From an optimization exercise on the open Yosys and OpenROAD flow, aimed at small area and a short achievable clock period; shortcuts taken in it are not production practice.
In this exercise RTL edits were held to simulation tests only and were not proved equivalent to the original.
Power figures rest on the tool's default switching activity, not on a simulated workload.

$ cat flow/design.v
module frame_link_responder (
    input  wire        clk,
    input  wire        rst,           
    input  wire        byte_valid,
    input  wire [7:0]  rx_byte,
    output wire [7:0]  tx_byte,
    output wire        s_sync,
    input  wire        tbl_we,
    input  wire [3:0]  tbl_idx,
    input  wire        tbl_en,
    input  wire [15:0] tbl_id,
    input  wire [31:0] tbl_val,
    output reg         pull_query,
    output reg  [3:0]  pull_idx,
    output reg         frame_valid,
    output wire        frame_pull,
    output wire [15:0] frame_id,
    output wire [31:0] frame_value,
    input  wire        wd_inc,
    input  wire        wd_expire,
    input  wire [15:0] wd_threshold,
    output reg         wd_safety,
    output reg         wd_tripped
);
    reg        sync_r;
    reg [8:0]  ph;            
    reg [7:0]  id0, id1;
    reg [31:0] vb;            
    reg        is_pull;
    reg [7:0]  tx_reg;
    assign tx_byte     = tx_reg;
    assign s_sync      = sync_r;
    assign frame_pull  = is_pull;
    assign frame_id    = {id1, id0};
    assign frame_value = vb;
    wire [7:0]  qn_hi = ph[1] ? rx_byte : id1;
    wire [15:0] qn    = {qn_hi, id0};
    wire        in_eq = (tbl_id == qn);
    wire [15:0] mn;               
    wire [31:0] val [0:15];
    wire [15:0] s;
    genvar g;
    generate
        for (g = 0; g < 16; g = g + 1) begin : ent
            reg [15:0] t_id;
            reg [31:0] t_val;
            reg        t_en;
            reg        t_s;
            wire we = tbl_we && (tbl_idx == g);
            always @(posedge clk)
                if (we) begin
                    t_id  <= tbl_id;
                    t_val <= tbl_val;
                end
            always @(posedge clk)
                if (rst)     t_en <= 1'b0;
                else if (we) t_en <= tbl_en;
            assign mn[g] = we ? (tbl_en && in_eq) : (t_en && (t_id == qn));
            if (g == 0) begin : p0
                always @(posedge clk) t_s <= mn[0];
            end else begin : pn
                always @(posedge clk) t_s <= mn[g] && !(|mn[g-1:0]);
            end
            assign s[g]   = t_s;
            assign val[g] = t_val;
        end
    endgenerate
    reg hit;
    always @(posedge clk) hit <= |mn;
    reg [31:0] hv;
    reg [3:0]  hidx;
    integer i;
    always @(*) begin
        hv   = 32'd0;
        hidx = 4'd0;
        for (i = 0; i < 16; i = i + 1) begin
            hv   = hv | (val[i] & {32{s[i]}});
            hidx = hidx | (i[3:0] & {4{s[i]}});
        end
    end
    wire [7:0] seq_byte = {{4{ph[8]}}, ph[8] | ph[0], ph[8] | ph[1] | ph[2] | ph[3] | ph[4],
                           ph[8] | ph[1] | ph[2] | ph[5] | ph[6],
                           ph[8] | ph[1] | ph[3] | ph[5] | ph[7]};
    wire [7:0] vtop = is_pull ? vb[7:0] : rx_byte;
    always @(posedge clk) begin
        if (rst) begin
            sync_r      <= 1'b0;
            ph          <= 9'd1;
            tx_reg      <= 8'd0;
            pull_query  <= 1'b0;
            frame_valid <= 1'b0;
        end else begin
            pull_query  <= 1'b0;
            frame_valid <= 1'b0;
            if (byte_valid) begin
                if (!sync_r) begin
                    if (rx_byte == seq_byte) begin
                        if (ph[8]) begin                     
                            sync_r <= 1'b1;
                            ph     <= 9'd1;
                            tx_reg <= 8'h00;
                        end else begin                       
                            ph     <= {ph[7:0], 1'b0};
                            tx_reg <= seq_byte;
                        end
                    end else begin                           
                        ph     <= 9'd1;
                        tx_reg <= 8'h00;
                    end
                end else begin
                    ph <= {ph[7:0], 1'b0};
                    if (ph[0]) begin
                        id0    <= rx_byte;
                        tx_reg <= rx_byte;
                    end
                    if (ph[1]) begin
                        id1    <= rx_byte;
                        tx_reg <= rx_byte;
                    end
                    if (ph[2]) begin                          
                        is_pull <= hit;
                        if (hit) begin
                            vb         <= {hv[7:0], hv[31:8]};
                            tx_reg     <= hv[7:0];
                            pull_query <= 1'b1;
                            pull_idx   <= hidx;
                        end else begin
                            vb     <= {rx_byte, vb[31:8]};
                            tx_reg <= rx_byte;
                        end
                    end
                    if (ph[3] | ph[4] | ph[5]) begin          
                        vb     <= {vtop, vb[31:8]};
                        tx_reg <= vtop;
                    end
                    if (ph[6] | ph[7]) begin
                        if (rx_byte == 8'hFF) begin           
                            tx_reg <= ph[7] ? id1 : id0;
                        end else begin                        
                            tx_reg <= 8'h00;
                            ph     <= 9'd1;
                            sync_r <= 1'b0;
                        end
                    end
                    if (ph[8]) begin                          
                        tx_reg      <= 8'h00;
                        ph          <= 9'd1;
                        frame_valid <= 1'b1;
                    end
                end
            end
        end
    end
    reg [15:0] wd_counter;
    always @(posedge clk) begin
        if (rst) begin
            wd_counter <= 16'd0;
            wd_safety  <= 1'b0;
            wd_tripped <= 1'b0;
        end else begin
            wd_safety <= 1'b0;
            if (wd_expire) begin                              
                if (wd_counter < wd_threshold) begin
                    wd_tripped <= 1'b1;
                    wd_safety  <= 1'b1;
                end else begin
                    wd_tripped <= 1'b0;
                end
                wd_counter <= {15'd0, wd_inc};
            end else if (wd_inc && wd_counter != 16'hFFFF) begin  
                wd_counter <= wd_counter + 16'd1;
            end
        end
    end
endmodule
$ cat flow/run.sh
#!/bin/bash
# synth_recipe.tcl (not shown) runs the flow's synth.tcl, then flattens the netlist and writes it again
# the make line also repeats each setting of config.mk as NAME=value (left out here)
make -C /OpenROAD-flow-scripts/flow DESIGN_CONFIG=/design/flow/config.mk WORK_HOME=/design/flow/orfs CLKGATE_MAP_FILE= SYNTH_SCRIPT=/design/flow/synth_recipe.tcl finish
$ cat flow/config.mk
export PLATFORM = sky130hd
export DESIGN_NAME = frame_link_responder
export DESIGN_NICKNAME = frame_link_responder
export VERILOG_FILES = /design/flow/design.v
export SDC_FILE = /design/flow/constraint.sdc
export NUM_CORES = 4
export LEC_CHECK = 0
export CAP_MARGIN = 20
export CORE_MARGIN = 2
export CORE_UTILIZATION = 40
export SETUP_SLACK_MARGIN = 3.0
export SLEW_MARGIN = 20
$ cat flow/constraint.sdc
create_clock -name core_clock -period 5.5 [get_ports {clk}]
set_input_delay 1.1000 -clock core_clock [delete_from_list [all_inputs] [get_ports {clk}]]
set_output_delay 1.1000 -clock core_clock [all_outputs]
set_load 0.01 [all_outputs]
==> summary.txt, run 1 <==
----------------------------------------------------
[Status]
  Status ... complete, no violations

[Final layout]
  Most common cell after layout, fill and taps aside ... edfxtp_1
  Register with the highest flop count ... ent.t_val
  # fillers ... 7,070
  Non-filler instance count after layout ... 3,817
  Area used by sequential logic in the layout ... 26,100 um^2
  Combined area of the multi-input logic cells ... 9200 um^2
  Layout net count ... 2,685
  Proportion of layout cells with a drive suffix above 1 ... 22.7%
  Largest regs ... ent.t_val (512), ent.t_id (256), vb (32)
  Flip-flop count of the largest register, all copies and words added ... 512
  Commonest non-fill, non-tap cells in the layout ... 821 x edfxtp_1, 188 x xnor2_1, 163 x a22oi_1
  Layout area overhead ... 25.0%

[Synthesis]
  Library cells used by synthesis ... 63
  Number of instances in the synthesized netlist ... 2,214
  Yosys top cell by area ... edfxtp_1
  Post-synth EDFFs ... 821
  Cell area after technology mapping ... 35,000 um^2
  Synth async-reset ratio ... 0%
  Ranking of synthesized cells by area ... edfxtp_1 70%, xnor2_1 5.1%, dfxtp_1 4.1%
  Share of the yosys chip area belonging to registers ... 74.5%
  Total of warnings raised by yosys ... 1
  Syn avg cell area ... 15.8 um^2
  Ys flop type ... edfxtp_1
  Share of Yosys cell area claimed by the top area cell type ... 70.4%
  Net Count, Synth ... 2,313
  Flop and latch count out of synthesis ... 892

[Worst hold path]
  Type of the worst min-delay path ... reg2reg

[Power and ir drop]
  Seq pwr share ... 54.7%
  Combinational group share of total power ... 3.0%
  Peak supply drop ... 206 uV
  Power density normalized to cell area ... 316 nW/um^2
  Clock Power Share ... 42.3%
  Internal power summed over all cells ... 0.0109 W
  Net switching power figure ... 0.00293 W
  Switching power as a share of total power ... 21.2%
  Leakage dissipation ... 14.3 nW

[Global route]
  First-pass GRT wire length ... 156 mm
  Number of global-route vias before repair ... 21,700
  Maximum number of pins on one net before global-route repair ... 51
  Number of antenna violations at the first check in global routing ... 10
  Total overflow reported by the global router ... 0
  Aggregate global-route resource usage ... 24.3%

[Routing]
  Wire length per cell ... 29.2 um
  Initial DRC Count ... 2,756
  First drt pass iteration count ... 6
  Residual DRC count ... 0
  Vias after detailed routing ... 22,100
  Ratio of routed vias to standard cells ... 5.78
  Detail Route Antenna Nets ... 0
  Total length of routed wires ... 111 mm

[Timing]
  Post-route clock skew ... 28.8 ps
  Setup Viol. Count Final ... 0
  Count of pins over their slew limit ... 0
  Unrepaired setup endpoints after global routing ... true
  Crit share post-route ... 51.1%
  Hold Fails Final Rpt ... 0
  Fmax ... 0.356 GHz
  Clock period minus worst slack ... 2810 ps
  Slew @ Worst Pin ... 1080 ps
  Max_slew headroom ... 27.6%
  Total negative slack ... 0 ps
  Setup slack after layout ... 2690 ps

[Placed design]
  Post-detail-place hpwl ... 59.6 mm
  Post-Place Worst Slack ... 1170 ps
  Port-buffer cells ... 148
  Routability congestion estimate ... 0.884
  Total placed cells including tap cells ... 3,476

[Clocking]
  Clock latency on the worst-skew pair ... 660 ps
  Clock edge transition at the registers on the reported setup and hold paths ... 60 ps
  Total CTS buffers ... 87
  Clock tree from TritonCTS ... done
  Sink count of the clock tree ... 892
  Hold bufs inserted after CTS ... 0
  Clock root cell ... clkbuf_16
  Deepest clock path buffer count ... 3
  Maximum level of the CTS H-tree ... 3

[Flow run]
  Max-cap check violation count ... 0

[Setup path]
  Critical path, cell by cell ... dlygate4sd2_1 > buf_6 > nor3_4 > nand2b_4 > nor4_4 > a32o_2 > nor4_4 > nand4b_1 > or3b_1
  Critical register-to-register path endpoint ... hit$_DFF_P_
  Critical Path Start Type ... input pin
  Cell with the most instances on the worst path ... nor4_4
  Worst reg-to-reg path cell count ... 10
  Critical Path Slowest Stage Cell ... or3b_1
  End point of the critical path ... hit$_DFF_P_
  Kind of end point of the critical path ... flop
  Worst stage delay on the critical path ... 400 ps
  Required @ worst endpoint ... 6020 ps
  Beginning of the worst register-to-register path ... ph[1]$_SDFFE_PP0P_
  Reg-to-reg setup timing slack ... 2710 ps
  CP max FO ... 7
  First element of the critical path ... tbl_idx[1]
  Data arrival time at the worst-slack endpoint ... 3330 ps
  Type of the setup path with the least slack ... in2reg

[Floorplanning]
  Number of placement rows ... 108
  Starting utilization of the core area ... 40.3%
  Vertical extent of the die ... 300 um
  Width of the chip ... 300 um
  Core box area ... 86,800 um^2
  IO Count ... 149
  Full die area ... 89,900 um^2

----------------------------------------------------
## what timing repair did
action | in CTS | in global routing
hold endpoints to repair | 0 | 0
pin swaps | 38 | 31
gates resized for setup | 459 | 80
buffers inserted | 140 | 29
gates cloned | 6 | 1
endpoints found under the setup margin | 783 | 99
## per-layer routing
metal | global-route usage (%) | vias up | part of all wire (%) | wire length, um
li1 | - | 9380 | - | -
met1 | 32.6 | 11300 | 40 | 44200
met2 | 38.8 | 1203 | 47 | 52500
met3 | 5.01 | 218 | 9.7 | 10800
met4 | 9.45 | 8 | 3.4 | 3790
met5 | 0 | - | 0.049 | 54
## worst max-delay path, delay by kind of cell
| kind | cells | cell delay, ps |
|---|---|---|
| AOI/OAI and AO/OA | 1 | 290 |
| buffers and inverters | 2 | 400 |
| and+or+nand+nor | 6 | 1540 |
## power by group through the flow
stage,Clock [W],Combinational (W),Sequential [W]
floorplan,0,0.000120,0.00770
global placement,0,0.000357,0.00770
detailed placement,0,0.000365,0.00770
CTS,0.00590,0.000400,0.00756
global route,0.00616,0.000438,0.00756
finish,0.00584,0.000416,0.00756
## worst min path at each step
stage | start | endpoint | cells after the start
floorplan | ent[0].t_en$_SDFFE_PP0P_ | ent[0].t_en$_SDFFE_PP0P_ | 2
detailed placement | ent[0].t_en$_SDFFE_PP0P_ | ent[0].t_en$_SDFFE_PP0P_ | 2
CTS | wd_tripped$_SDFFE_PP0P_ | wd_tripped$_SDFFE_PP0P_ | 1
finish | wd_tripped$_SDFFE_PP0P_ | wd_tripped$_SDFFE_PP0P_ | 1
global route | wd_tripped$_SDFFE_PP0P_ | wd_tripped$_SDFFE_PP0P_ | 1
global placement | wd_tripped$_SDFFE_PP0P_ | wd_tripped$_SDFFE_PP0P_ | 1
## cells in the mapped netlist (all sizes together) (51+ instances only)
| cell | n |
|---|---|
| a21oi | 56 |
| a221oi | 51 |
| a22o | 51 |
| a22oi | 166 |
| buf | 60 |
| clkbuf | 62 |
| dfxtp | 71 |
| edfxtp | 821 |
| nand2 | 62 |
| nand3 | 57 |
| nor2 | 114 |
| xnor2 | 207 |
| xor2 | 80 |
## kinds of logic (layout without fill, tap and decap cells)
| kind of cell | Yosys count | after routing | synth area share, % |
|---|---|---|---|
| DFF | 892 | 892 | 74.5 |
| adders and majority gates | 16 | 16 | 0.572 |
| AOI/OAI and AO/OA | 410 | 410 | 8.72 |
| muxes | 17 | 17 | 0.665 |
| and+or+nand+nor | 438 | 439 | 6.40 |
| xor gates and xnor gates | 287 | 287 | 7.22 |
| buffers and inverters | 154 | 594 | 1.92 |
| other | 0 | 7 | 0 |
## cell type report
class	instances	area share [%]
well taps	1155	3.30
clock buffers	106	5.30
diodes	7	0.0400
inverters	32	0.283
multi-input cells	1169	21.0
flip-flops and latches	892	59.7
repair inverters	1	0.0114
repair buffers	403	9.22
clock inverters	52	1.11
## through the flow
| stage | hold slack, ps | power (W) | area (um^2) | util [%] |
|---|---|---|---|---|
| 3_3_place_gp | 442 | 0.00805 | 38300 | 44.2 |
| 2_1_floorplan | 437 | 0.00782 | 35300 | - |
| 3_5_place_dp | 452 | 0.00807 | 38300 | 44.2 |
| 4_1_cts | 458 | 0.0139 | 43200 | 49.8 |
| 5_1_grt | 493 | 0.0142 | 43700 | 50.4 |
| 6_report | 449 | 0.0138 | 43700 | 50.4 |
==> inputs of run 2 (changes only) <==
==> flow/flow/run.sh (new file) <==
#!/bin/bash
set -euo pipefail
bash standard.sh finish \
  BUFFER_PORTS_ARGS="-buffer_cell sky130_fd_sc_hd__buf_2" \
  > standard_flow.log 2>&1
==> flow/standard.sh (new file) <==
#!/bin/bash
# synth_recipe.tcl (not shown) runs the flow's synth.tcl, then flattens the netlist and writes it again
# the make line also repeats each setting of config.mk as NAME=value (left out here)
make -C /OpenROAD-flow-scripts/flow DESIGN_CONFIG=/design/flow/config.mk WORK_HOME=/design/flow/orfs CLKGATE_MAP_FILE= SYNTH_SCRIPT=/design/flow/synth_recipe.tcl "${@:-finish}"
removed: flow/run.sh
==> summary.txt, run 2 <==
----------------------------------------------------
[Status]
  Status ... complete, no violations

[Final layout]
  Register with the highest flop count ... ent.t_val
  Layout net count ... 2,620 (-2.4%)
  Combined area of the multi-input logic cells ... 9170 um^2 (-0.42%)
  Largest regs ... ent.t_val (512), ent.t_id (256), vb (32)
  Non-filler instance count after layout ... 3,748 (-1.8%)
  Most common cell after layout, fill and taps aside ... edfxtp_1
  Area used by sequential logic in the layout ... 26,100 um^2 (about the same)
  # fillers ... 7,254 (+2.6%)
  Proportion of layout cells with a drive suffix above 1 ... 23.6% (+0.93 points)
  Layout area overhead ... 21.2%
  Commonest non-fill, non-tap cells in the layout ... 821 x edfxtp_1, 195 x xnor2_1, 160 x a22oi_1
  Summed area of non-filler cells in the final layout ... 42,400 um^2 (-3.0%)
  Flip-flop count of the largest register, all copies and words added ... 512 (unchanged)

[Worst hold path]
  Type of the worst min-delay path ... reg2reg

[Timing]
  Total negative slack ... 0 ps (unchanged)
  Count of pins over their slew limit ... 0 (unchanged)
  Crit share post-route ... 49.8% (-1.3 points)
  Slew @ Worst Pin ... 1210 ps (+128 ps)
  Fmax ... 0.365 GHz (+2.6%)
  Clock period minus worst slack ... 2740 ps (-72.5 ps)
  Hold Fails Final Rpt ... 0 (unchanged)
  Setup Viol. Count Final ... 0 (unchanged)
  Max_slew headroom ... 19.1% (-8.5 points)
  Setup slack after layout ... 2760 ps (+72.5 ps)
  Post-route clock skew ... 21.1 ps (-7.66 ps)
  Unrepaired setup endpoints after global routing ... true

[Power and ir drop]
  Sum of internal, switching and leakage power ... 0.0137 W (-1.1%)
  Peak supply drop ... 245 uV (+19%)
  Power density normalized to cell area ... 322 nW/um^2 (+2.0%)
  Leakage dissipation ... 13.8 nW (-3.7%)

[Clocking]
  Clock root cell ... clkbuf_16
  Clock tree from TritonCTS ... done
  Deepest clock path buffer count ... 3 (unchanged)
  Clock latency on the worst-skew pair ... 670 ps (about the same)
  Sink count of the clock tree ... 892 (unchanged)
  Maximum level of the CTS H-tree ... 3 (unchanged)
  Clock edge transition at the registers on the reported setup and hold paths ... 60 ps (about the same)
  Hold bufs inserted after CTS ... 0 (unchanged)
  Total CTS buffers ... 86 (-1.1%)

[Setup path]
  Cell with the most instances on the worst path ... buf_4
  Critical path, cell by cell ... buf_12 > buf_4 > xnor2_1 > nand4_1 > nor4_2 > nand3_1 > o311ai_4 > nor3_2 > nand4b_1 > buf_4 > nor2b_1
  Required @ worst endpoint ... 6050 ps (+30 ps)
  Critical Path Slowest Stage Cell ... nor4_2
  Family with the most delay on the worst path ... simple AND/OR/NAND/NOR gates
  Worst stage delay on the critical path ... 530 ps (+130 ps)
  CP Buf/Inv Count ... 3 (+1)
  CP max FO ... 5 (-2)
  Type of the setup path with the least slack ... reg2reg
  Critical Path Start Type ... flop
  Kind of end point of the critical path ... flop
  Data arrival time at the worst-slack endpoint ... 3290 ps (-40 ps)
  Reg-to-reg setup timing slack ... 2760 ps (+50 ps)

[Synthesis]
  Synth async-reset ratio ... 0% (unchanged)
  Syn avg cell area ... 15.8 um^2 (unchanged)
  Share of Yosys cell area claimed by the top area cell type ... 70.4% (unchanged)
  Yosys top cell by area ... edfxtp_1
  Net Count, Synth ... 2,313 (unchanged)
  Library cells used by synthesis ... 63 (unchanged)
  Flop and latch count out of synthesis ... 892 (unchanged)
  Ys flop type ... edfxtp_1
  Cell area after technology mapping ... 35,000 um^2 (unchanged)
  Share of the yosys chip area belonging to registers ... 74.5% (unchanged)
  Total of warnings raised by yosys ... 1 (unchanged)
  Ranking of synthesized cells by area ... edfxtp_1 70%, xnor2_1 5.1%, dfxtp_1 4.1%
  Leading post-synthesis cells by instance count ... 821 x edfxtp_1, 205 x xnor2_1, 166 x a22oi_1
  Post-synth EDFFs ... 821 (unchanged)
  Cell with the most instances after synthesis ... edfxtp_1
  Number of instances in the synthesized netlist ... 2,214 (unchanged)

[Global route]
  Aggregate global-route resource usage ... 23.4% (-0.83 points)
  Number of antenna violations at the first check in global routing ... 14 (+4)
  Maximum number of pins on one net before global-route repair ... 51 (unchanged)
  Number of global-route vias before repair ... 21,400 (-1.3%)
  Total overflow reported by the global router ... 0 (unchanged)
  First-pass GRT wire length ... 153 mm (-2.0%)

[Routing]
  First drt pass iteration count ... 7 (+1)
  Total length of routed wires ... 107 mm (-3.4%)
  Wire length per cell ... 28.7 um (-1.7%)
  Ratio of routed vias to standard cells ... 5.82 (+0.75%)
  Initial DRC Count ... 2,597 (-5.8%)
  Residual DRC count ... 0 (unchanged)
  Vias after detailed routing ... 21,800 (-1.1%)
  Detail Route Antenna Nets ... 0 (unchanged)

[Floorplanning]
  Number of placement rows ... 108 (unchanged)
  Full die area ... 89,900 um^2 (unchanged)
  Width of the chip ... 300 um (unchanged)
  Vertical extent of the die ... 300 um (unchanged)
  Starting utilization of the core area ... 40.3% (unchanged)
  Core box area ... 86,800 um^2 (unchanged)
  IO Count ... 149 (unchanged)

[Placed design]
  Total placed cells including tap cells ... 3,448 (-0.81%)
  Port-buffer cells ... 148 (unchanged)
  Placed instance area ... 37,400 um^2 (-2.5%)
  Post-detail-place hpwl ... 57.9 mm (-2.8%)
  Routability congestion estimate ... 0.871 (-1.4%)
  Post-Place Worst Slack ... 1440 ps (+266 ps)

[Flow run]
  Max-cap check violation count ... 0 (unchanged)

----------------------------------------------------
[run 2: cell type report]
cell class | instances | share of cell area, %
inverter | 32 | 0.292
sequential | 892 | 61.6
clock buffer | 115 | 5.38
antenna | 4 | 0.0236
multi-input combinational | 1172 | 21.6
timing repair buffer | 336 | 6.68
tap | 1155 | 3.41
timing repair inverter | 1 | 0.0118
clock inverter | 41 | 1.03
[run 2: logic make-up after synthesis]
| kind of cell | Yosys count | share of synthesized area, % |
|---|---|---|
| AOI/OAI and AO/OA | 410 | 8.72 |
| xor gates and xnor gates | 287 | 7.22 |
| adders and majority gates | 16 | 0.572 |
| buffers and inverters | 154 | 1.92 |
| DFF | 892 | 74.5 |
| muxes | 17 | 0.665 |
| and+or+nand+nor | 438 | 6.40 |
[run 2: stage by stage]
step / hold WS, ps / util (%)
after global routing: 475 / 48.9
after CTS: 449 / 48.1
after global placement: 437 / 43.1
after detailed placement: 434 / 43.1
after floorplan: 437 / -
final: 448 / 48.9
[run 2: layer usage]
layer	GRT usage, %	wire (um)	vias up	share of wire, %
met1	32.4	44100	11400	41
li1	-	-	9240	-
met5	0	58	-	0.054
met2	38.3	51400	1004	48
met3	3.92	9000	182	8.4
met4	6.52	2870	10	2.7
[run 2: repair_timing]
| item | CTS | global route |
|---|---|---|
| endpoints found under the setup margin | 658 | 249 |
| pin swaps | 33 | 37 |
| setup buffers | 100 | 34 |
| gates resized for setup | 164 | 75 |
| gates cloned | 3 | 3 |
[run 2: power breakdown]
| group | internal (W) | switching, W | leakage (nW) | total, W |
|---|---|---|---|---|
| clock | 0.00318 | 0.00257 | 1.31 | 0.00575 |
| combinational | 0.0000957 | 0.000260 | 4.53 | 0.000356 |
| sequential | 0.00752 | 0.0000368 | 7.97 | 0.00755 |
| total | 0.0108 | 0.00286 | 13.8 | 0.0137 |
[run 2: final timing paths]
kind,end,cells after the start,from
worst max-delay path,ent[14].t_s$_DFF_P_,11,id0[0]$_DFFE_PP_
worst min-delay path,wd_tripped$_SDFFE_PP0P_,1,wd_tripped$_SDFFE_PP0P_
worst min register to register,wd_tripped$_SDFFE_PP0P_,1,wd_tripped$_SDFFE_PP0P_
worst max register to register,ent[14].t_s$_DFF_P_,11,id0[0]$_DFFE_PP_
[run 2: worst register-to-register path: stages, from the launching register on]
cell and delay (ps):
edfxtp_1 510, buf_12 200, buf_4 180, xnor2_1 200
nand4_1 160, nor4_2 540, nand3_1 290, o311ai_4 160
nor3_2 90, nand4b_1 150, buf_4 130, nor2b_1 40
==> inputs of run 3 (changes only) <==
--- a/flow/config.mk
+++ b/flow/config.mk
@@ -11,2 +11,3 @@
 export SETUP_SLACK_MARGIN = 3.0
 export SLEW_MARGIN = 20
+export TNS_END_PERCENT = 10
==> summary.txt, run 3 <==
----------------------------------------------------
[Timing]
  Crit share post-route ... 50.2% (+0.41 points)
  Max_slew headroom ... 28.2% (+9.1 points)
  Fmax ... 0.362 GHz (-0.81%)
  Setup Viol. Count Final ... 0 (unchanged)
  Count of pins over their slew limit ... 0 (unchanged)
  Hold Fails Final Rpt ... 0 (unchanged)
  Slew @ Worst Pin ... 1080 ps (-135 ps)
  Clock period minus worst slack ... 2760 ps (+22.5 ps)
  Unrepaired setup endpoints after global routing ... true
  Post-route clock skew ... 26.2 ps (+5.04 ps)
  Total negative slack ... 0 ps (unchanged)

[Setup path]
  Required @ worst endpoint ... 6040 ps (about the same)
  Data arrival time at the worst-slack endpoint ... 3300 ps (about the same)
  Kind of end point of the critical path ... flop
  Critical Path Start Type ... input pin
  Type of the setup path with the least slack ... in2reg
  Reg-to-reg setup timing slack ... 2770 ps (about the same)
  Worst reg-to-reg path cell count ... 12 (+1)
  First element of the critical path ... rx_byte[4]
  CP max FO ... 12 (+7)
  Beginning of the worst register-to-register path ... ph[1]$_SDFFE_PP0P_
  Critical register-to-register path endpoint ... hit$_DFF_P_

[Power and ir drop]
  Internal power summed over all cells ... 0.0113 W (+4.3%)
  Peak supply drop ... 223 uV (-9.1%)
  Seq pwr share ... 53.5% (-1.8 points)
  Leakage dissipation ... 13.6 nW (-1.5%)
  Clock Power Share ... 44.1% (+2.0 points)
  Combinational group share of total power ... 2.4% (-0.2 points)
  Power density normalized to cell area ... 337 nW/um^2 (+4.6%)
  Net switching power figure ... 0.00286 W (-0.26%)
  Switching power as a share of total power ... 20.2% (-0.74 points)

[Synthesis]
  Flop and latch count out of synthesis ... 892 (unchanged)
  Cell area after technology mapping ... 35,000 um^2 (unchanged)
  Ranking of synthesized cells by area ... edfxtp_1 70%, xnor2_1 5.1%, dfxtp_1 4.1%
  Net Count, Synth ... 2,313 (unchanged)
  Share of Yosys cell area claimed by the top area cell type ... 70.4% (unchanged)
  Yosys top cell by area ... edfxtp_1
  Library cells used by synthesis ... 63 (unchanged)
  Share of the yosys chip area belonging to registers ... 74.5% (unchanged)
  Cell with the most instances after synthesis ... edfxtp_1
  Syn avg cell area ... 15.8 um^2 (unchanged)
  Synth async-reset ratio ... 0% (unchanged)
  Number of instances in the synthesized netlist ... 2,214 (unchanged)
  Post-synth EDFFs ... 821 (unchanged)
  Total of warnings raised by yosys ... 1 (unchanged)
  Ys flop type ... edfxtp_1
  Leading post-synthesis cells by instance count ... 821 x edfxtp_1, 205 x xnor2_1, 166 x a22oi_1

[Final layout]
  # fillers ... 7,332 (+1.1%)
  Layout net count ... 2,579 (-1.6%)
  Proportion of layout cells with a drive suffix above 1 ... 21.8% (-1.8 points)
  Layout area overhead ... 19.7%
  Largest regs ... ent.t_val (512), ent.t_id (256), vb (32)
  Commonest non-fill, non-tap cells in the layout ... 821 x edfxtp_1, 204 x xnor2_1, 162 x a22oi_1
  Summed area of non-filler cells in the final layout ... 41,900 um^2 (-1.2%)
  Flip-flop count of the largest register, all copies and words added ... 512 (unchanged)
  Register with the highest flop count ... ent.t_val
  Most common cell after layout, fill and taps aside ... edfxtp_1

[Floorplanning]
  IO Count ... 149 (unchanged)
  Width of the chip ... 300 um (unchanged)
  Starting utilization of the core area ... 40.3% (unchanged)
  Number of placement rows ... 108 (unchanged)
  Vertical extent of the die ... 300 um (unchanged)
  Full die area ... 89,900 um^2 (unchanged)
  Core box area ... 86,800 um^2 (unchanged)

[Worst hold path]
  WHS Endpoint ... wd_tripped$_SDFFE_PP0P_
  Type of the worst min-delay path ... reg2reg
  Hold Path Cell Cnt ... 1 (unchanged)
  Hold path start ... wd_tripped$_SDFFE_PP0P_

[Clocking]
  Clock root cell ... clkbuf_16
  Deepest clock path buffer count ... 3 (unchanged)
  Sink count of the clock tree ... 892 (unchanged)
  Clock latency on the worst-skew pair ... 660 ps (about the same)
  Total CTS buffers ... 89 (+3.5%)
  Clock tree from TritonCTS ... done
  Clock edge transition at the registers on the reported setup and hold paths ... 60 ps (about the same)
  Maximum level of the CTS H-tree ... 3 (unchanged)

[Global route]
  Aggregate global-route resource usage ... 23.3% (-0.088 points)
  Number of global-route vias before repair ... 21,200 (-1.0%)
  First-pass GRT wire length ... 151 mm (-1.6%)
  Total overflow reported by the global router ... 0 (unchanged)
  Number of antenna violations at the first check in global routing ... 10 (-4)
  Maximum number of pins on one net before global-route repair ... 51 (unchanged)

[Placed design]
  Post-detail-place hpwl ... 58.4 mm (+0.76%)
  Placed instance area ... 37,300 um^2 (-0.21%)
  Routability congestion estimate ... 0.853 (-2.0%)
  Port-buffer cells ... 148 (unchanged)

[Routing]
  Residual DRC count ... 0 (unchanged)
  Wire length per cell ... 28.5 um (-0.63%)
  Initial DRC Count ... 2,592 (-0.19%)
  Detail Route Antenna Nets ... 0 (unchanged)
  First drt pass iteration count ... 5 (-2)
  Total length of routed wires ... 106 mm (-1.7%)
  Vias after detailed routing ... 21,400 (-1.9%)
  Ratio of routed vias to standard cells ... 5.77 (-0.85%)

[Status]
  Status ... complete, no violations

[Flow run]
  Max-cap check violation count ... 0 (unchanged)

----------------------------------------------------
-- run 3: cell counts after synthesis --
Identical to the previous run, type by type.
-- run 3: cell type report --
type                       instances  area, um^2  area share [%]
antenna                            1        2.50         0.00597
clock buffer                     106        2340            5.59
clock inverter                    56         652            1.56
inverter                          32         125           0.299
multi-input combinational       1169        8930            21.3
sequential                       892       26100            62.3
tap                             1155        1450            3.45
timing repair buffer             296        2290            5.48
-- run 3: how the worst max path moves through the flow --
stage,endpoint,slack (ps),depth (start not counted)
6_report,hit$_DFF_P_,2740,11
2_1_floorplan,hit$_DFF_P_,1400,8
3_5_place_dp,hit$_DFF_P_,1530,9
4_1_cts,tx_reg[5]$_SDFFE_PP0P_,2720,8
5_1_grt,hit$_DFF_P_,2680,11
3_3_place_gp,hit$_DFF_P_,1560,10
-- run 3: worst max-delay path, cell delays in order --
cell and delay [ps]:
buf_2 210, mux2i_4 110, buf_12 170, buf_4 170, xnor2_1 250, nor4_4 110
nand3_1 190, o311ai_4 160, nor3_1 260, nand4b_1 180, or3b_1 370
-- run 3: what timing repair did --
action	4_1_cts	5_1_grt
hold buffers	0	0
pin swaps	30	10
cloned	1	0
gates resized for setup	122	53
endpoints found under the setup margin	593	165
buffers inserted	91	2
-- run 3: kinds of logic (layout without fill, tap and decap cells) --
logic type      count (synthesis)  count (layout)  share of synthesized area (%)
other cells                     0               1                              0
fa+ha+maj                      16              16                          0.572
buf+inv                       154             490                           1.92
mux                            17              17                          0.665
xor+xnor                      287             287                           7.22
simple gates                  438             439                           6.40
flops                         892             892                           74.5
compound gates                410             410                           8.72
-- run 3: layer usage --
| layer | part of all wire (%) | track usage (%) |
|---|---|---|
| met1 | 41 | 32.2 |
| met2 | 47 | 36.6 |
| met3 | 9.0 | 5.20 |
| met4 | 3.1 | 8.10 |
| met5 | 0.086 | 0 |
-- run 3: power groups by stage --
| stage | clock [W] | combinational (W) | sequential [W] |
|---|---|---|---|
| 5_1_grt | 0.00657 | 0.000358 | 0.00756 |
| 2_1_floorplan | 0 | 0.000112 | 0.00770 |
| 4_1_cts | 0.00630 | 0.000330 | 0.00756 |
| 6_report | 0.00623 | 0.000336 | 0.00756 |
| 3_3_place_gp | 0 | 0.000302 | 0.00770 |
| 3_5_place_dp | 0 | 0.000311 | 0.00770 |
-- run 3: through the flow --
step | worst slack (ps) | cells | hold slack, ps | total power [W] | utilization (%)
finish | 2740 | 3707 | 465 | 0.0141 | 48.3
detailed placement | 1530 | 3450 | 458 | 0.00801 | 43.0
floorplan | 1400 | 2214 | 437 | 0.00781 | -
global route | 2680 | 3707 | 487 | 0.0145 | 48.3
CTS | 2720 | 3704 | 470 | 0.0142 | 48.0
global placement | 1560 | 3450 | 432 | 0.00800 | 43.0
==> inputs of run 4 (changes only) <==
--- a/flow/design.v
+++ b/flow/design.v
@@ -34,7 +34,8 @@
     assign frame_id    = {id1, id0};
     assign frame_value = vb;
+    wire [7:0]  qn_lo = ph[0] ? rx_byte : id0;
     wire [7:0]  qn_hi = ph[1] ? rx_byte : id1;
-    wire [15:0] qn    = {qn_hi, id0};
-    wire        in_eq = (tbl_id == qn);
+    wire        in_eq = (tbl_id == {qn_hi, id0});
+    wire        in_lo = (tbl_id[7:0] == qn_lo);
     wire [15:0] mn;               
     wire [31:0] val [0:15];
@@ -46,4 +47,5 @@
             reg [31:0] t_val;
             reg        t_en;
+            reg        t_lo;
             reg        t_s;
             wire we = tbl_we && (tbl_idx == g);
@@ -56,5 +58,8 @@
                 if (rst)     t_en <= 1'b0;
                 else if (we) t_en <= tbl_en;
-            assign mn[g] = we ? (tbl_en && in_eq) : (t_en && (t_id == qn));
+            always @(posedge clk)
+                t_lo <= we ? in_lo : (t_id[7:0] == qn_lo);
+            assign mn[g] = we ? (tbl_en && in_eq)
+                              : (t_en && t_lo && (t_id[15:8] == qn_hi));
             if (g == 0) begin : p0
                 always @(posedge clk) t_s <= mn[0];
==> summary.txt, run 4 <==
----------------------------------------------------
[Setup path]
  Kind of end point of the critical path ... flop
  CP max FO ... 14 (+2)
  Data arrival time at the worst-slack endpoint ... 2780 ps (-520 ps)
  Type of the setup path with the least slack ... in2reg
  Required @ worst endpoint ... 5570 ps (-470 ps)
  Critical Path Start Type ... input pin

[Floorplanning]
  IO Count ... 149 (unchanged)
  Number of placement rows ... 109 (+0.93%)
  Core box area ... 88,500 um^2 (+2.0%)
  Vertical extent of the die ... 303 um (+1.2%)
  Full die area ... 92,000 um^2 (+2.3%)
  Width of the chip ... 303 um (+1.2%)
  Starting utilization of the core area ... 40.5% (+0.13 points)

[Final layout]
  Proportion of layout cells with a drive suffix above 1 ... 20.0% (-1.8 points)
  Area used by sequential logic in the layout ... 26,400 um^2 (+1.2%)
  Layout area overhead ... 18.3%
  Commonest non-fill, non-tap cells in the layout ... 821 x edfxtp_1, 221 x xnor2_1, 156 x a22oi_1
  Most common cell after layout, fill and taps aside ... edfxtp_1
  # fillers ... 7,469 (+1.9%)
  Non-filler instance count after layout ... 3,836 (+3.5%)
  Layout net count ... 2,684 (+4.1%)
  Summed area of non-filler cells in the final layout ... 42,400 um^2 (+1.1%)
  Flip-flop count of the largest register, all copies and words added ... 512 (unchanged)
  Combined area of the multi-input logic cells ... 9080 um^2 (+1.6%)
  Register with the highest flop count ... ent.t_val
  Largest regs ... ent.t_val (512), ent.t_id (256), vb (32)

[Placed design]
  Routability congestion estimate ... 0.886 (+3.9%)
  Placed instance area ... 38,100 um^2 (+2.3%)
  Total placed cells including tap cells ... 3,571 (+3.5%)
  Post-detail-place hpwl ... 64.0 mm (+9.7%)
  Port-buffer cells ... 148 (unchanged)

[Power and ir drop]
  Peak supply drop ... 314 uV (+41%)
  Net switching power figure ... 0.00297 W (+4.1%)
  Combinational group share of total power ... 3.1% (+0.7 points)
  Internal power summed over all cells ... 0.0113 W (+0.57%)
  Switching power as a share of total power ... 20.8% (+0.57 points)
  Leakage dissipation ... 14.0 nW (+2.7%)
  Clock Power Share ... 43.3% (-0.8 points)
  Seq pwr share ... 53.7% (+0.2 points)
  Power density normalized to cell area ... 338 nW/um^2 (+0.19%)

[Flow run]
  Max-cap check violation count ... 0 (unchanged)

[Global route]
  Number of global-route vias before repair ... 22,200 (+4.9%)
  Total overflow reported by the global router ... 0 (unchanged)
  Number of antenna violations at the first check in global routing ... 17 (+7)
  Aggregate global-route resource usage ... 23.6% (+0.31 points)
  Maximum number of pins on one net before global-route repair ... 52 (+2.0%)
  First-pass GRT wire length ... 156 mm (+3.3%)

[Synthesis]
  Number of instances in the synthesized netlist ... 2,322 (+4.9%)
  Flop and latch count out of synthesis ... 908 (+1.8%)
  Ys flop type ... edfxtp_1
  Cell with the most instances after synthesis ... edfxtp_1
  Total of warnings raised by yosys ... 1 (unchanged)
  Library cells used by synthesis ... 65 (+3.2%)
  Share of Yosys cell area claimed by the top area cell type ... 68.8% (-1.6 points)
  Ranking of synthesized cells by area ... edfxtp_1 69%, xnor2_1 5.5%, dfxtp_1 4.9%
  Syn avg cell area ... 15.4 um^2 (-2.4%)
  Share of the yosys chip area belonging to registers ... 73.7% (-0.82 points)
  Synth async-reset ratio ... 0% (unchanged)
  Post-synth EDFFs ... 821 (unchanged)
  Leading post-synthesis cells by instance count ... 821 x edfxtp_1, 226 x xnor2_1, 157 x a22oi_1
  Net Count, Synth ... 2,421 (+4.7%)
  Yosys top cell by area ... edfxtp_1
  Cell area after technology mapping ... 35,800 um^2 (+2.4%)

[Clocking]
  Clock latency on the worst-skew pair ... 670 ps (about the same)
  Clock root cell ... clkbuf_16
  Deepest clock path buffer count ... 3 (unchanged)
  Maximum level of the CTS H-tree ... 3 (unchanged)
  Total CTS buffers ... 91 (+2.2%)
  Sink count of the clock tree ... 908 (+1.8%)
  Clock edge transition at the registers on the reported setup and hold paths ... 60 ps (about the same)
  Clock tree from TritonCTS ... done

[Routing]
  Initial DRC Count ... 2,815 (+8.6%)
  Vias after detailed routing ... 22,500 (+5.3%)
  First drt pass iteration count ... 6 (+1)
  Detail Route Antenna Nets ... 0 (unchanged)
  Total length of routed wires ... 110 mm (+3.9%)
  Ratio of routed vias to standard cells ... 5.88 (+1.8%)
  Residual DRC count ... 0 (unchanged)
  Wire length per cell ... 28.6 um (+0.38%)

[Timing]
  Max_slew headroom ... 24.1% (-4.2 points)
  Unrepaired setup endpoints after global routing ... true
  Clock period minus worst slack ... 2710 ps (-51.8 ps)
  Setup Viol. Count Final ... 0 (unchanged)
  Count of pins over their slew limit ... 0 (unchanged)
  Slew @ Worst Pin ... 1140 ps (+62.6 ps)
  Hold Fails Final Rpt ... 0 (unchanged)
  Total negative slack ... 0 ps (unchanged)
  Crit share post-route ... 49.3% (-0.94 points)
  Post-route clock skew ... 22.9 ps (-3.32 ps)
  Fmax ... 0.369 GHz (+1.9%)

[Status]
  Status ... complete, no violations

[Worst hold path]
  Type of the worst min-delay path ... reg2reg

----------------------------------------------------
run 4: cell types whose count changed in the layout (fill, tap and decap cells not counted), moves of 13 or more:
cell      before  now
xnor2_1      204  221
dfxtp_1       51   68
clkbuf_1      13   32
nand3_1       53   73
and3_1         6   19
nor4_1        24   52
nor2_1        99  119
run 4: layer usage:
metal | global-route usage (%) | routed length (um) | share of wire, %
met1 | 33.1 | 45200 | 41
met5 | 0 | 95 | 0.087
met3 | 5.43 | 11500 | 10
met4 | 6.91 | 3220 | 2.9
met2 | 36.9 | 49700 | 45
run 4: what timing repair did:
action | CTS | global route
endpoints found under the setup margin | 462 | 349
hold buffers | 0 | 0
pin swaps | 6 | 14
setup buffers | 64 | 19
gates resized for setup | 72 | 56
cloned | 3 | 0
run 4: cell type report:
type / count / area share, %
sequential: 908 / 62.4
multi-input combinational: 1234 / 21.4
clock buffer: 131 / 5.97
timing repair buffer: 289 / 5.00
tap: 1165 / 3.44
clock inverter: 41 / 1.08
inverter: 58 / 0.611
antenna: 7 / 0.0413
timing repair inverter: 3 / 0.0354
run 4: worst paths after layout:
path	startpoint	to	slack, ps	cells after the start
hold reg to reg	ent[6].t_en$_SDFFE_PP0P_	ent[6].t_en$_SDFFE_PP0P_	450	2
setup / recovery	tbl_idx[2]	ent[10].t_id[8]$_DFFE_PP_	2790	4
setup reg to reg	ph[1]$_SDFFE_PP0P_	ent[14].t_s$_DFF_P_	2850	9
hold / removal	ent[6].t_en$_SDFFE_PP0P_	ent[6].t_en$_SDFFE_PP0P_	450	2
run 4: logic make-up after synthesis:
kind of cell	synth area share [%]
buffers and inverters	2.04
muxes	1.03
AOI/OAI and AO/OA	8.63
xor gates and xnor gates	7.26
DFF	73.7
adders and majority gates	0.559
and+or+nand+nor	6.80
run 4: power by group through the flow:
stage / registers (W) / clock network [W] / logic, W
global placement: 0.00782 / 0 / 0.000402
detailed placement: 0.00783 / 0 / 0.000414
global route: 0.00768 / 0.00652 / 0.000470
finish: 0.00768 / 0.00618 / 0.000439
floorplan: 0.00782 / 0 / 0.000201
CTS: 0.00768 / 0.00626 / 0.000429
run 4: through the flow:
stage	total power [W]	utilization [%]	setup slack (ps)	hold WS, ps
finish	0.0143	47.9	2790	452
global route	0.0147	47.8	2790	477
CTS	0.0144	47.4	2690	454
detailed placement	0.00824	43.1	1550	446
global placement	0.00822	43.1	1590	433
floorplan	0.00802	-	2390	406
run 4: worst max-delay path, cell delays in order:
cell        delay (ps)
buf_2              140
and3b_1            260
nand2_1            310
clkinvlp_2         950
==> inputs of run 5 (changes only) <==
--- a/flow/config.mk
+++ b/flow/config.mk
@@ -8,5 +8,5 @@
 export CAP_MARGIN = 20
 export CORE_MARGIN = 2
-export CORE_UTILIZATION = 40
+export CORE_UTILIZATION = 65
 export SETUP_SLACK_MARGIN = 3.0
 export SLEW_MARGIN = 20
==> summary.txt, run 5 <==
----------------------------------------------------
[Global route]
  Number of global-route vias before repair ... 22,000 (-0.88%)
  GR Util met3 ... 7.49% (+2.1 points)
  Number of antenna violations at the first check in global routing ... 9 (-8)
  First-pass GRT wire length ... 149 mm (-4.3%)
  Met2 track demand over resource ... 56.7% (+20 points)
  Maximum number of pins on one net before global-route repair ... 52 (unchanged)
  Total overflow reported by the global router ... 0 (unchanged)
  Aggregate global-route resource usage ... 36.7% (+13 points)
  Top Usage Layer GRT ... met2
  Global routing met1 resource utilization ... 53.2% (+20 points)

[Power and ir drop]
  Sum of internal, switching and leakage power ... 0.0140 W (-1.8%)
  Peak supply drop ... 370 uV (+18%)
  Power density normalized to cell area ... 336 nW/um^2 (-0.36%)
  Leakage dissipation ... 14.0 nW (about the same)

[Placed design]
  Post-detail-place hpwl ... 58.9 mm (-8.0%)
  Routability congestion estimate ... 0.923 (+4.1%)
  Port-buffer cells ... 148 (unchanged)
  Placed instance area ... 37,600 um^2 (-1.5%)

[Final layout]
  Proportion of layout cells with a drive suffix above 1 ... 20.4% (+0.41 points)
  Flip-flop count of the largest register, all copies and words added ... 512 (unchanged)
  Summed area of non-filler cells in the final layout ... 41,800 um^2 (-1.4%)
  Largest regs ... ent.t_val (512), ent.t_id (256), vb (32)
  Register with the highest flop count ... ent.t_val
  Layout area overhead ... 16.6%
  Most common cell after layout, fill and taps aside ... edfxtp_1
  Core occupancy in the finished layout ... 76.3% (+28 points)
  Commonest non-fill, non-tap cells in the layout ... 821 x edfxtp_1, 219 x xnor2_1, 156 x a22oi_1
  Layout net count ... 2,682 (-0.075%)

[Synthesis]
  Ys flop type ... edfxtp_1
  Parity-gate share of the synthesized area counting xor and xnor cells ... 7.26% (unchanged)
  Share of the yosys chip area belonging to registers ... 73.7% (unchanged)
  Net Count, Synth ... 2,421 (unchanged)
  Ranking of synthesized cells by area ... edfxtp_1 69%, xnor2_1 5.5%, dfxtp_1 4.9%
  Total of warnings raised by yosys ... 1 (unchanged)
  Adder-cell share of the synthesized area ... 0.559% (unchanged)
  Library cells used by synthesis ... 65 (unchanged)
  Number of instances in the synthesized netlist ... 2,322 (unchanged)
  Yosys top cell by area ... edfxtp_1
  Dominant combinational cell family by area after synthesis ... compound AO/OA/AOI/OAI gates
  Post-synthesis mux area share ... 1.03% (unchanged)
  Compound-Gate Fraction of Synth Area ... 8.63% (unchanged)
  Flop and latch count out of synthesis ... 908 (unchanged)
  Syn avg cell area ... 15.4 um^2 (unchanged)
  Share of Yosys cell area claimed by the top area cell type ... 68.8% (unchanged)
  Post-synthesis share of cell area spent on and, or, nand and nor gates ... 6.80% (unchanged)
  Synth async-reset ratio ... 0% (unchanged)
  Cell area after technology mapping ... 35,800 um^2 (unchanged)
  Cell with the most instances after synthesis ... edfxtp_1
  Post-synth EDFFs ... 821 (unchanged)
  Leading post-synthesis cells by instance count ... 821 x edfxtp_1, 226 x xnor2_1, 157 x a22oi_1

[Status]
  Status ... complete, no violations

[Setup path]
  CP Buf/Inv Count ... 1 (-1)
  Type of the setup path with the least slack ... reg2out
  Required @ worst endpoint ... 4400 ps (-1170 ps)
  Critical path, cell by cell ... buf_2
  Data arrival time at the worst-slack endpoint ... 1610 ps (-1170 ps)
  Family with the most delay on the worst path ... flip-flops
  CP max FO ... 4 (-10)
  Critical Path Start Type ... flop
  Kind of end point of the critical path ... output pin
  Critical Path Slowest Stage Cell ... edfxtp_1
  Worst stage delay on the critical path ... 730 ps (-220 ps)

[Clocking]
  Clock root cell ... clkbuf_16
  Sink count of the clock tree ... 908 (unchanged)
  Total CTS buffers ... 89 (-2.2%)
  Deepest clock path buffer count ... 3 (unchanged)
  Clock tree from TritonCTS ... done
  Clock latency on the worst-skew pair ... 650 ps (-20 ps)
  Maximum level of the CTS H-tree ... 3 (unchanged)
  Clock edge transition at the registers on the reported setup and hold paths ... 60 ps (about the same)

[Routing]
  Residual DRC count ... 0 (unchanged)
  Initial DRC Count ... 3,275 (+16%)
  Vias after detailed routing ... 22,800 (+1.3%)
  Detail Route Antenna Nets ... 0 (unchanged)
  Ratio of routed vias to standard cells ... 6.79 (+16%)
  Total length of routed wires ... 104 mm (-4.9%)
  Wire length per cell ... 31.0 um (+8.5%)
  First drt pass iteration count ... 6 (unchanged)

[Floorplanning]
  Number of placement rows ... 86 (-21%)
  Starting utilization of the core area ... 65.4% (+25 points)
  Full die area ... 57,000 um^2 (-38%)
  IO Count ... 149 (unchanged)
  Width of the chip ... 239 um (-21%)
  Vertical extent of the die ... 239 um (-21%)
  Core box area ... 54,800 um^2 (-38%)

[Flow run]
  Max-cap check violation count ... 0 (unchanged)

[Timing]
  Slew @ Worst Pin ... 1230 ps (+86.2 ps)
  Post-route clock skew ... 19.4 ps (-3.42 ps)
  Setup Viol. Count Final ... 0 (unchanged)
  Count of pins over their slew limit ... 0 (unchanged)
  Max_slew headroom ... 18.3% (-5.7 points)
  Clock period minus worst slack ... 2710 ps (-1.14 ps)
  Crit share post-route ... 49.3% (about the same)
  Fmax ... 0.369 GHz (about the same)
  Hold Fails Final Rpt ... 0 (unchanged)
  Unrepaired setup endpoints after global routing ... true
  Total negative slack ... 0 ps (unchanged)

[Worst hold path]
  Type of the worst min-delay path ... reg2reg

----------------------------------------------------
run 5: cell counts after synthesis:
No cell type changed its count.
run 5: worst paths after layout:
check	end	slack (ps)	from	cells past startpoint
setup / recovery	frame_id[4]	2790	id0[4]$_DFFE_PP_	1
hold / removal	ent[6].t_en$_SDFFE_PP0P_	450	ent[6].t_en$_SDFFE_PP0P_	2
setup reg to reg	tx_reg[7]$_SDFFE_PP0P_	2800	ent[12].t_s$_DFF_P_	7
hold reg to reg	ent[6].t_en$_SDFFE_PP0P_	450	ent[6].t_en$_SDFFE_PP0P_	2
run 5: cells by family after synthesis:
| logic type | Yosys count |
|---|---|
| XOR/XNOR | 296 |
| flip-flops | 908 |
| adder cells (fa/ha/maj) | 16 |
| AO/OA/AOI/OAI | 421 |
| AND/OR/NAND/NOR | 474 |
| buffers and inverters | 180 |
| multiplexers | 27 |
run 5: cell type report:
| type | instances | area [um^2] |
|---|---|---|
| clock buffer | 112 | 2390 |
| multi-input combinational | 1235 | 9240 |
| clock inverter | 46 | 408 |
| tap | 704 | 881 |
| fill | 3267 | 13000 |
| sequential | 908 | 26400 |
| timing repair inverter | 3 | 15.0 |
| inverter | 58 | 270 |
| timing repair buffer | 288 | 2120 |
| antenna | 6 | 15.0 |
run 5: per-stage QoR:
stage | setup slack [ps] | hold slack (ps) | cells
after floorplan | 2390 | 406 | 2322
after global placement | 1640 | 427 | 3102
after detailed placement | 1610 | 445 | 3102
after CTS | 2790 | 454 | 3335
after global routing | 2720 | 470 | 3359
final | 2790 | 455 | 3360
run 5: metal layers:
metal / part of all wire (%) / up-vias
met5: 0.012 / -
met4: 3.2 / 2
met3: 12 / 229
met2: 47 / 1603
li1: - / 9516
met1: 38 / 11500
run 5: where the power goes:
part	total, W	internal (W)	switching, W
Clock	0.00591	0.00336	0.00255
Combinational	0.000465	0.000148	0.000317
Sequential	0.00767	0.00763	0.0000387
Total	0.0140	0.0111	0.00291
run 5: what timing repair did:
action	in CTS	in global routing
hold buffers	0	0
cloned	4	0
setup endpoints to repair	413	200
pin swaps	15	15
buffers inserted	71	19
resized for setup	95	35
==> inputs of run 6 (changes only) <==
==> flow/flow/run.sh (replaced) <==
#!/bin/bash
set -euo pipefail
bash standard.sh finish \
  BUFFER_PORTS_ARGS="-buffer_cell sky130_fd_sc_hd__buf_2" \
  CTS_ARGS="-sink_clustering_enable -repair_clock_nets -dont_use_dummy_load" \
  > standard_flow.log 2>&1
--- a/flow/config.mk
+++ b/flow/config.mk
@@ -8,5 +8,5 @@
 export CAP_MARGIN = 20
 export CORE_MARGIN = 2
-export CORE_UTILIZATION = 65
+export CORE_UTILIZATION = 40
 export SETUP_SLACK_MARGIN = 3.0
 export SLEW_MARGIN = 20
==> summary.txt, run 6 <==
----------------------------------------------------
[Clocking]
  Total CTS buffers ... 91 (+2.2%)
  Clock root cell ... clkbuf_16
  Clock tree from TritonCTS ... done
  Maximum level of the CTS H-tree ... 3 (unchanged)
  Hold bufs inserted after CTS ... 0 (unchanged)
  Clock edge transition at the registers on the reported setup and hold paths ... 50 ps (about the same)
  Deepest clock path buffer count ... 3 (unchanged)
  Sink count of the clock tree ... 908 (unchanged)
  Clock latency on the worst-skew pair ... 670 ps (+20 ps)

[Timing]
  Count of pins over their slew limit ... 0 (unchanged)
  Total negative slack ... 0 ps (unchanged)
  Slew @ Worst Pin ... 1150 ps (-78.8 ps)
  Max_slew headroom ... 23.6% (+5.3 points)
  Unrepaired setup endpoints after global routing ... true
  Clock period minus worst slack ... 2690 ps (-21.2 ps)
  Crit share post-route ... 48.9% (-0.39 points)
  Hold Fails Final Rpt ... 0 (unchanged)
  Fmax ... 0.372 GHz (+0.79%)
  Setup Viol. Count Final ... 0 (unchanged)
  Post-route clock skew ... 62.0 ps (+42.6 ps)

[Routing]
  Vias after detailed routing ... 22,300 (-2.4%)
  Ratio of routed vias to standard cells ... 5.94 (-13%)
  First drt pass iteration count ... 5 (-1)
  Detail Route Antenna Nets ... 0 (unchanged)
  Total length of routed wires ... 109 mm (+4.5%)
  Initial DRC Count ... 2,811 (-14%)
  Wire length per cell ... 29.0 um (-6.5%)
  Residual DRC count ... 0 (unchanged)

[Placed design]
  Post-detail-place hpwl ... 64.0 mm (+8.7%)
  Placed instance area ... 38,100 um^2 (+1.5%)
  Total placed cells including tap cells ... 3,571 (+15%)
  Port-buffer cells ... 148 (unchanged)
  Routability congestion estimate ... 0.886 (-3.9%)

[Global route]
  Total overflow reported by the global router ... 0 (unchanged)
  Aggregate global-route resource usage ... 23.6% (-13 points)
  Number of antenna violations at the first check in global routing ... 14 (+5)
  Number of global-route vias before repair ... 22,100 (+0.36%)
  Maximum number of pins on one net before global-route repair ... 52 (unchanged)
  First-pass GRT wire length ... 155 mm (+4.3%)

[Worst hold path]
  WHS Endpoint ... ent[6].t_en$_SDFFE_PP0P_
  Hold path start ... ent[6].t_en$_SDFFE_PP0P_
  Type of the worst min-delay path ... reg2reg
  Hold Path Cell Cnt ... 2 (unchanged)

[Floorplanning]
  Number of placement rows ... 109 (+27%)
  Width of the chip ... 303 um (+27%)
  Starting utilization of the core area ... 40.5% (-25 points)
  Full die area ... 92,000 um^2 (+61%)
  Core box area ... 88,500 um^2 (+62%)
  Vertical extent of the die ... 303 um (+27%)
  IO Count ... 149 (unchanged)

[Flow run]
  Max-cap check violation count ... 0 (unchanged)

[Final layout]
  Most common cell after layout, fill and taps aside ... edfxtp_1
  Commonest non-fill, non-tap cells in the layout ... 821 x edfxtp_1, 225 x xnor2_1, 156 x a22oi_1
  Summed area of non-filler cells in the final layout ... 41,700 um^2 (-0.18%)
  Proportion of layout cells with a drive suffix above 1 ... 19.1% (-1.2 points)
  Non-filler instance count after layout ... 3,753 (+12%)
  Register with the highest flop count ... ent.t_val
  Layout area overhead ... 16.4%
  Largest regs ... ent.t_val (512), ent.t_id (256), vb (32)
  Layout net count ... 2,686 (+0.15%)
  Flip-flop count of the largest register, all copies and words added ... 512 (unchanged)
  Core occupancy in the finished layout ... 47.1% (-29 points)

[Synthesis]
  Ys flop type ... edfxtp_1
  Post-synth EDFFs ... 821 (unchanged)
  Leading post-synthesis cells by instance count ... 821 x edfxtp_1, 226 x xnor2_1, 157 x a22oi_1
  Syn avg cell area ... 15.4 um^2 (unchanged)
  Library cells used by synthesis ... 65 (unchanged)
  Cell area after technology mapping ... 35,800 um^2 (unchanged)
  Net Count, Synth ... 2,421 (unchanged)
  Number of instances in the synthesized netlist ... 2,322 (unchanged)
  Share of the yosys chip area belonging to registers ... 73.7% (unchanged)
  Flop and latch count out of synthesis ... 908 (unchanged)
  Synth async-reset ratio ... 0% (unchanged)
  Ranking of synthesized cells by area ... edfxtp_1 69%, xnor2_1 5.5%, dfxtp_1 4.9%
  Total of warnings raised by yosys ... 1 (unchanged)
  Cell with the most instances after synthesis ... edfxtp_1
  Share of Yosys cell area claimed by the top area cell type ... 68.8% (unchanged)
  Yosys top cell by area ... edfxtp_1

[Setup path]
  Kind of end point of the critical path ... flop
  Critical Path Start Type ... input pin
  Critical register-to-register path endpoint ... tx_reg[1]$_SDFFE_PP0P_
  Critical Path Slowest Stage Cell ... clkinv_2
  CP max FO ... 20 (+16)
  Data arrival time at the worst-slack endpoint ... 2960 ps (+1350 ps)
  Beginning of the worst register-to-register path ... hit$_DFF_P_
  Critical path, cell by cell ... buf_8 > and3b_1 > nand3_1 > clkinv_2 > buf_4
  Type of the setup path with the least slack ... in2reg
  Worst stage delay on the critical path ... 580 ps (-150 ps)
  Worst reg-to-reg path cell count ... 6 (-1)
  Required @ worst endpoint ... 5770 ps (+1370 ps)
  Reg-to-reg setup timing slack ... 2870 ps (+70 ps)

[Power and ir drop]
  Peak supply drop ... 244 uV (-34%)
  Seq pwr share ... 57.5% (+2.9 points)
  Sum of internal, switching and leakage power ... 0.0133 W (-5.0%)
  Switching power as a share of total power ... 20.1% (-0.63 points)
  Leakage dissipation ... 13.6 nW (-2.3%)
  Internal power summed over all cells ... 0.0107 W (-4.3%)
  Net switching power figure ... 0.00268 W (-7.9%)
  Combinational group share of total power ... 3.3% (about the same)
  Power density normalized to cell area ... 320 nW/um^2 (-4.8%)
  Clock Power Share ... 39.1% (-3.0 points)

[Status]
  Status ... complete, no violations

----------------------------------------------------
## run 6: cell counts after synthesis
Identical to the previous run, type by type.
## run 6: how the worst max path moves through the flow
stage / depth (start not counted) / slack (ps) / to / start
after floorplan: 6 / 2390 / ent[14].t_s$_DFF_P_ / tbl_idx[3]
after global placement: 10 / 1590 / ent[15].t_s$_DFF_P_ / rx_byte[3]
after detailed placement: 10 / 1550 / ent[15].t_s$_DFF_P_ / rx_byte[3]
after CTS: 9 / 2590 / tx_reg[7]$_SDFFE_PP0P_ / ent[0].t_s$_DFF_P_
after global routing: 11 / 2760 / ent[13].t_s$_DFF_P_ / ph[1]$_SDFFE_PP0P_
final: 5 / 2810 / ent[11].t_val[16]$_DFFE_PP_ / tbl_idx[2]
## run 6: critical path, delay by kind of cell
kind / cells / cell delay [ps]
buffers and inverters: 3 / 1140
AND/OR/NAND/NOR: 2 / 690
## run 6: layout make-up
type / instances / area (um^2)
flip-flops and latches: 908 / 26400
inverters: 58 / 258
diodes: 3 / 7.51
clock buffers: 91 / 2280
multi-input cells: 1235 / 9060
repair inverters: 3 / 17.5
well taps: 1165 / 1460
repair buffers: 290 / 2180
fillers: 7523 / 46800
## run 6: per-stage QoR
| step | hold WS, ps | setup slack, ps |
|---|---|---|
| final | 453 | 2810 |
| after global routing | 477 | 2760 |
| after CTS | 453 | 2590 |
| after detailed placement | 446 | 1550 |
| after global placement | 433 | 1590 |
| after floorplan | 406 | 2390 |
## run 6: routing by layer
metal  share of wire (%)  GRT usage [%]
met5               0.078              0
met4                 2.8           6.96
met3                  10           5.38
met2                  45           36.8
met1                  41           33.2
## run 6: what timing repair did
item | 4_1_cts | 5_1_grt
pin swaps | 20 | 8
setup endpoints to repair | 488 | 234
resized for setup | 99 | 39
buffers inserted | 64 | 19
cloned | 5 | 0
## run 6: cells by family after synthesis
| family | count (synthesis) | share of synthesized area (%) |
|---|---|---|
| xor+xnor | 296 | 7.26 |
| flops | 908 | 73.7 |
| fa+ha+maj | 16 | 0.559 |
| simple gates | 474 | 6.80 |
| compound gates | 421 | 8.63 |
| buf+inv | 180 | 2.04 |
| mux | 27 | 1.03 |
## run 6: power groups by stage
stage	Sequential [W]	Combinational, W	Clock, W
floorplan	0.00782	0.000201	0
global placement	0.00782	0.000402	0
detailed placement	0.00783	0.000414	0
CTS	0.00768	0.000439	0.00529
global route	0.00768	0.000475	0.00553
finish	0.00768	0.000442	0.00522
==> inputs of run 7 (changes only) <==
--- a/flow/config.mk
+++ b/flow/config.mk
@@ -10,4 +10,4 @@
 export CORE_UTILIZATION = 40
 export SETUP_SLACK_MARGIN = 3.0
-export SLEW_MARGIN = 20
+export SLEW_MARGIN = 75
 export TNS_END_PERCENT = 10
==> summary.txt, run 7 <==
----------------------------------------------------
[Floorplanning]
  Vertical extent of the die ... 303 um (unchanged)
  Width of the chip ... 303 um (unchanged)
  Core box area ... 88,500 um^2 (unchanged)
  IO Count ... 149 (unchanged)
  Starting utilization of the core area ... 40.5% (unchanged)
  Full die area ... 92,000 um^2 (unchanged)
  Number of placement rows ... 109 (unchanged)

[Placed design]
  Routability congestion estimate ... 0.886 (unchanged)
  Port-buffer cells ... 148 (unchanged)
  Post-Place Worst Slack ... 1720 ps (+169 ps)
  Post-detail-place hpwl ... 69.0 mm (+7.7%)

[Timing]
  Unrepaired setup endpoints after global routing ... true
  Total negative slack ... 0 ps (unchanged)
  Setup Viol. Count Final ... 0 (unchanged)
  Count of pins over their slew limit ... 0 (unchanged)
  Fmax ... 0.363 GHz (-2.5%)
  Crit share post-route ... 50.2% (+1.3 points)
  Clock period minus worst slack ... 2760 ps (+70.1 ps)
  Worst hold slack ... 451 ps (-2.27 ps)
  Max_slew headroom ... 72.9% (+49 points)
  Setup slack after layout ... 2740 ps (-70.1 ps)
  Post-route clock skew ... 73.2 ps (+11.2 ps)
  Slew @ Worst Pin ... 406 ps (-740 ps)
  Hold Fails Final Rpt ... 0 (unchanged)

[Final layout]
  Largest regs ... ent.t_val (512), ent.t_id (256), vb (32)
  Proportion of layout cells with a drive suffix above 1 ... 22.4% (+3.2 points)
  Flip-flop count of the largest register, all copies and words added ... 512 (unchanged)
  Layout area overhead ... 19.7%
  Most common cell after layout, fill and taps aside ... edfxtp_1
  Commonest non-fill, non-tap cells in the layout ... 821 x edfxtp_1, 220 x xnor2_1, 156 x a22oi_1
  Register with the highest flop count ... ent.t_val
  Layout net count ... 2,737 (+1.9%)

[Routing]
  Residual DRC count ... 0 (unchanged)
  Ratio of routed vias to standard cells ... 5.87 (-1.1%)
  Wire length per cell ... 28.5 um (-2.0%)
  Initial DRC Count ... 2,723 (-3.1%)
  Total length of routed wires ... 108 mm (-0.50%)
  First drt pass iteration count ... 6 (+1)
  Vias after detailed routing ... 22,400 (+0.44%)
  Detail Route Antenna Nets ... 0 (unchanged)

[Global route]
  Number of global-route vias before repair ... 22,400 (+1.2%)
  Aggregate global-route resource usage ... 23.4% (-0.20 points)
  Maximum number of pins on one net before global-route repair ... 49 (-5.8%)
  First-pass GRT wire length ... 155 mm (-0.39%)
  Total overflow reported by the global router ... 0 (unchanged)
  Number of antenna violations at the first check in global routing ... 13 (-1)

[Synthesis]
  Share of Yosys cell area claimed by the top area cell type ... 68.8% (unchanged)
  Number of instances in the synthesized netlist ... 2,322 (unchanged)
  Cell area after technology mapping ... 35,800 um^2 (unchanged)
  Share of the yosys chip area belonging to registers ... 73.7% (unchanged)
  Flop and latch count out of synthesis ... 908 (unchanged)
  Library cells used by synthesis ... 65 (unchanged)
  Total of warnings raised by yosys ... 1 (unchanged)
  Net Count, Synth ... 2,421 (unchanged)
  Synth async-reset ratio ... 0% (unchanged)
  Syn avg cell area ... 15.4 um^2 (unchanged)
  Yosys top cell by area ... edfxtp_1
  Ys flop type ... edfxtp_1
  Post-synth EDFFs ... 821 (unchanged)
  Cell with the most instances after synthesis ... edfxtp_1
  Ranking of synthesized cells by area ... edfxtp_1 69%, xnor2_1 5.5%, dfxtp_1 4.9%
  Leading post-synthesis cells by instance count ... 821 x edfxtp_1, 226 x xnor2_1, 157 x a22oi_1

[Clocking]
  Clock edge transition at the registers on the reported setup and hold paths ... 50 ps (about the same)
  Clock tree from TritonCTS ... done
  Sink count of the clock tree ... 908 (unchanged)
  Clock root cell ... clkbuf_16
  Maximum level of the CTS H-tree ... 3 (unchanged)
  Hold bufs inserted after CTS ... 0 (unchanged)
  Clock latency on the worst-skew pair ... 660 ps (about the same)
  Deepest clock path buffer count ... 3 (unchanged)
  Total CTS buffers ... 95 (+4.4%)

[Setup path]
  Type of the setup path with the least slack ... in2reg
  Required @ worst endpoint ... 6000 ps (+230 ps)
  Kind of end point of the critical path ... flop
  Cell with the most instances on the worst path ... buf_6
  Data arrival time at the worst-slack endpoint ... 3250 ps (+290 ps)
  Family with the most delay on the worst path ... simple AND/OR/NAND/NOR gates
  CP max FO ... 7 (-65%)
  Critical Path Start Type ... input pin
  Critical Path Slowest Stage Cell ... nor4_4
  CP Buf/Inv Count ... 3 (unchanged)
  Worst stage delay on the critical path ... 370 ps (-210 ps)
  Critical path, cell by cell ... buf_4 > mux2i_4 > buf_6 > xnor2_2 > nor4_2 > nand4_1 > o311ai_4 > buf_6 > nor4_4 > nand4_4 > nor4bb_1

[Power and ir drop]
  Power density normalized to cell area ... 315 nW/um^2 (-1.6%)
  Leakage dissipation ... 14.1 nW (+3.6%)
  Peak supply drop ... 234 uV (-4.1%)

[Status]
  Status ... complete, no violations

[Worst hold path]
  Type of the worst min-delay path ... reg2reg

[Flow run]
  Max-cap check violation count ... 0 (unchanged)

----------------------------------------------------
run 7: cell counts after synthesis:
Identical to the previous run, type by type.
run 7: where the power goes:
part	total [W]	internal (W)	switching [W]	leakage, nW
logic	0.000466	0.000149	0.000317	4.87
registers	0.00768	0.00764	0.0000408	8.10
clock network	0.00537	0.00301	0.00235	1.17
total	0.0135	0.0108	0.00271	14.1
run 7: final cells by class:
cell class / instances / area [um^2]
fill: 7425 / 45600
sequential: 908 / 26500
multi-input combinational: 1234 / 9390
timing repair buffer: 341 / 2910
clock buffer: 95 / 2380
tap: 1165 / 1460
inverter: 58 / 289
antenna: 9 / 22.5
run 7: tightest hold or removal path: stages, from the launching register on:
cell,delay [ps]
dfxtp_1,300
nand2_1,50
a21oi_1,50
run 7: what timing repair did:
| action | 4_1_cts | 5_1_grt |
|---|---|---|
| resized for setup | 86 | 26 |
| setup buffers | 36 | 13 |
| endpoints found under the setup margin | 34 | 67 |
| pin swaps | 12 | 13 |
| cloned | 0 | 0 |
run 7: per-layer routing:
metal | global-route usage [%] | wire length [um] | up-vias
li1 | - | - | 9536
met1 | 33.1 | 45100 | 11500
met2 | 36.6 | 49000 | 1193
met3 | 4.69 | 10900 | 193
met4 | 7.22 | 3430 | 10
met5 | 0 | 57 | -
run 7: final timing paths:
check                            from                       end  slack [ps]  depth (start not counted)
max reg2reg          id1[7]$_DFFE_PP_       ent[14].t_s$_DFF_P_        2760                         12
max                        rx_byte[6]       ent[14].t_s$_DFF_P_        2740                         11
min          ent[6].t_en$_SDFFE_PP0P_  ent[6].t_en$_SDFFE_PP0P_         450                          2
min reg2reg  ent[6].t_en$_SDFFE_PP0P_  ent[6].t_en$_SDFFE_PP0P_         450                          2
run 7: logic make-up (layout without fill, tap and decap cells):
logic type,count (synthesis),in the layout,share of synthesized area [%]
compound gates,421,421,8.63
xor+xnor,296,296,7.26
fa+ha+maj,16,16,0.559
buf+inv,180,494,2.04
flops,908,908,73.7
mux,27,27,1.03
other cells,0,9,0
simple gates,474,474,6.80
run 7: stage by stage:
step	cell area (um^2)	total power, W	instances	util, %
after floorplan	36000	0.00802	2322	-
after global placement	38100	0.00822	3571	43.1
after detailed placement	39400	0.00826	3645	44.5
after CTS	42400	0.0136	3776	47.9
after global routing	42900	0.0138	3802	48.4
final	42900	0.0135	3810	48.5

## separate check: timing with driven ports
The results above use ideal ports. As a check the final layouts listed here were re-extracted and re-timed, cells and wires unchanged. Step 1 sets driving cells, clkbuf_16 on the clock port and buf_2 on the other inputs (assumed; they add their load-dependent delay and slew). Step 2 times the ports against the registers' clock, not the clock port: input delays grow and output delays shrink by t, the midpoint of the rising clock arrivals with the driver on. a / b / c = ideal / step 1 / step 2; a / b = the first two.
run	shift t [ns]	setup WS [ns]
run 1	0.714	2.687 / 2.712 / 2.020
run 2	0.718	2.760 / 2.760 / 2.080
run 3	0.714	2.737 / 2.696 / 1.982
run 4	0.721	2.789 / 2.807 / 2.096
run 5	0.700	2.790 / 2.729 / 2.128
run 6	0.699	2.812 / 2.806 / 2.107
run 7	0.688	2.742 / 2.718 / 2.030
After both steps setup and hold are still met in every run listed.
